Background: an optimization exercise with open tools, aiming at small area. Do not read the settings as production practice.
The RTL was checked by simulation tests, not by an equivalence proof against the original design.
Power figures rest on the tool's default switching activity, not on a simulated workload.

==> flow/design.v (excerpt) <==
module xmodem_rx (
    input  wire        clk,
    input  wire        rst,
    input  wire        rx_valid,
    input  wire [7:0]  rx_data,
    output wire        tx_valid,
    output wire [7:0]  tx_data,
    input  wire        tx_pop,
    input  wire        tick,
    input  wire        cmd_valid,
    input  wire [7:0]  cmd_op,
    input  wire [7:0]  cmd_arg,
    output reg         rsp_valid,
    output reg  [1:0]  rsp_status,
    output wire [31:0] rsp_data,
    output reg         buf_we,
    output wire [9:0]  buf_addr,
    output reg  [7:0]  buf_wdata,
    output wire        irq
);
    localparam [2:0] S_IDLE = 3'd0, S_WAIT_HEADER = 3'd1, S_WAIT_SEQ = 3'd2,
                     S_WAIT_CSEQ = 3'd3, S_RECEIVE_DATA = 3'd4, S_DONE = 3'd5,
                     S_CANCELLED = 3'd6, S_FAILED = 3'd7;
    localparam [1:0] ST_OK = 2'd0, ST_BUSY = 2'd1, ST_INVALID = 2'd2, ST_EMPTY = 2'd3;
    localparam [1:0] T_NAK = 2'd0, T_C = 2'd1, T_ACK = 2'd2, T_CAN = 2'd3;
    localparam [2:0] K_FRAME128 = 3'd0, K_DONE = 3'd1, K_CANCELLED = 3'd2,
                     K_BAD = 3'd3, K_TIMEOUT = 3'd4, K_FRAME1K = 3'd5;
  ...
Size: about 1,100 cells after synthesis, about 240 flip-flops, roughly 12,000 µm² of cells after synthesis.
==> flow/config.mk <==
export PLATFORM = sky130hd
export DESIGN_NAME = xmodem_rx
export DESIGN_NICKNAME = xmodem_rx
export VERILOG_FILES = /design/flow/design.v
export SDC_FILE = /design/flow/constraint.sdc
export NUM_CORES = 4
export LEC_CHECK = 0
export CAP_MARGIN = 0
export CORE_MARGIN = 2
export CORE_UTILIZATION = 70
export CTS_BUF_LIST = sky130_fd_sc_hd__clkbuf_8
export CTS_CLUSTER_DIAMETER = 60
export CTS_CLUSTER_SIZE = 16
export SLEW_MARGIN = 0
==> flow/constraint.sdc <==
create_clock -name core_clock -period 8.0 [get_ports {clk}]
set_input_delay 1.6000 -clock core_clock [delete_from_list [all_inputs] [get_ports {clk}]]
set_output_delay 1.6000 -clock core_clock [all_outputs]
set_load 0.01 [all_outputs]
standard.sh (not shown) runs the stock make flow with config.mk's settings and CLKGATE_MAP_FILE= SYNTH_SCRIPT=/design/flow/synth_recipe.tcl, a recipe that flattens the netlist after the stock synthesis.
==> flow/flow/run.sh <==
#!/bin/bash
set -euo pipefail
HERE=$(pwd)
FLOWDIR=$HERE/flow

# ORFS synthesis script with the ABC script replaced
sed 's#^\(  *\)log_cmd abc {\*}$abc_args#\1set abc_args [lreplace $abc_args 1 1 '"$FLOWDIR"'/area.script]\n\1log_cmd abc {*}$abc_args#' \
    "$FLOW_HOME/scripts/synth.tcl" > "$HERE/own_synth_orfs.tcl"
grep -q "area.script" "$HERE/own_synth_orfs.tcl"

# The standard flow's synthesis wrapper, sourcing the script above
sed 's#source \$::env(SCRIPTS_DIR)/synth.tcl#source '"$HERE"'/own_synth_orfs.tcl#' \
    "$HERE/synth_recipe.tcl" > "$HERE/own_synth.tcl"
grep -q "own_synth_orfs.tcl" "$HERE/own_synth.tcl"

bash "$HERE/standard.sh" \
    "SYNTH_SCRIPT=$HERE/own_synth.tcl" \
    "BUFFER_PORTS_ARGS=-buffer_cell sky130_fd_sc_hd__buf_1" \
    "CTS_ARGS=-sink_clustering_enable -repair_clock_nets -sink_clustering_size 16 -sink_clustering_max_diameter 60 -buf_list sky130_fd_sc_hd__clkbuf_8 -dont_use_dummy_load" \
    finish > "$HERE/flow_make.log" 2>&1
test -s "$HERE/out/final.def"
==> flow/flow/area.script <==
strash
balance -l; resub -K 6 -l; rewrite -l; resub -K 6 -N 2 -l; refactor -l; resub -K 8 -l; balance -l; resub -K 8 -N 2 -l; rewrite -l; resub -K 10 -l; rewrite -z -l; resub -K 10 -N 2 -l; balance -l; resub -K 12 -l; refactor -z -l; resub -K 12 -N 2 -l; rewrite -z -l; balance -l
balance -l; resub -K 6 -l; rewrite -l; resub -K 6 -N 2 -l; refactor -l; resub -K 8 -l; balance -l; resub -K 8 -N 2 -l; rewrite -l; resub -K 10 -l; rewrite -z -l; resub -K 10 -N 2 -l; balance -l; resub -K 12 -l; refactor -z -l; resub -K 12 -N 2 -l; rewrite -z -l; balance -l
&get -n
&dch -f
&nf -R 1000 -p
&put
Rerun with:
==> flow/flow/area.script (replaced) <==
strash
balance -l; resub -K 6 -l; rewrite -l; resub -K 6 -N 2 -l; refactor -l; resub -K 8 -l; balance -l; resub -K 8 -N 2 -l; rewrite -l; resub -K 10 -l; rewrite -z -l; resub -K 10 -N 2 -l; balance -l; resub -K 12 -l; refactor -z -l; resub -K 12 -N 2 -l; rewrite -z -l; balance -l
dch -f
amap -m -A 8 -F 4
topo
strash
dch -f
amap -m -A 8 -F 4
topo
strash
dch -f
amap -m -A 8 -F 4
topo
GPL_TIMING_DRIVEN = 0   (was default)
What happened: With this change the flow finished with capacitance limit left; via count grows by 5.3%; clock skew shrinks by 12 ps; design area grows by 0.50%; worst setup slack gets worse by 780 ps; power grows by 5.7%; die area shrinks by 0.88%; final cell count grows by 5.9%; register-to-register slack gets worse by 780 ps; global-route usage grows by 1.1 points.

separate check: timing with driven ports:
In the flow no input, the clock included, has a driving cell. The finished layouts below were timed again as built, in two steps.
Step 1: set_driving_cell puts a clkbuf_16 on clk and a buf_2 on each other input, an assumption about the parent block.
Step 2 moves the port delays by t, midway between the first and last clock arrival at a register: inputs arrive t later, outputs are due t later. That takes back most of the time a late clock gives input paths.
Three values: no drivers, after step 1, after step 2; two values: the first two.
run	shift t [ns]	slack for setup (ns)	worst setup path at the end
the first run	0.557	1.361 / 1.361 / 1.361	register to register
the second run	0.561	0.576 / 0.576 / 0.576	register to register
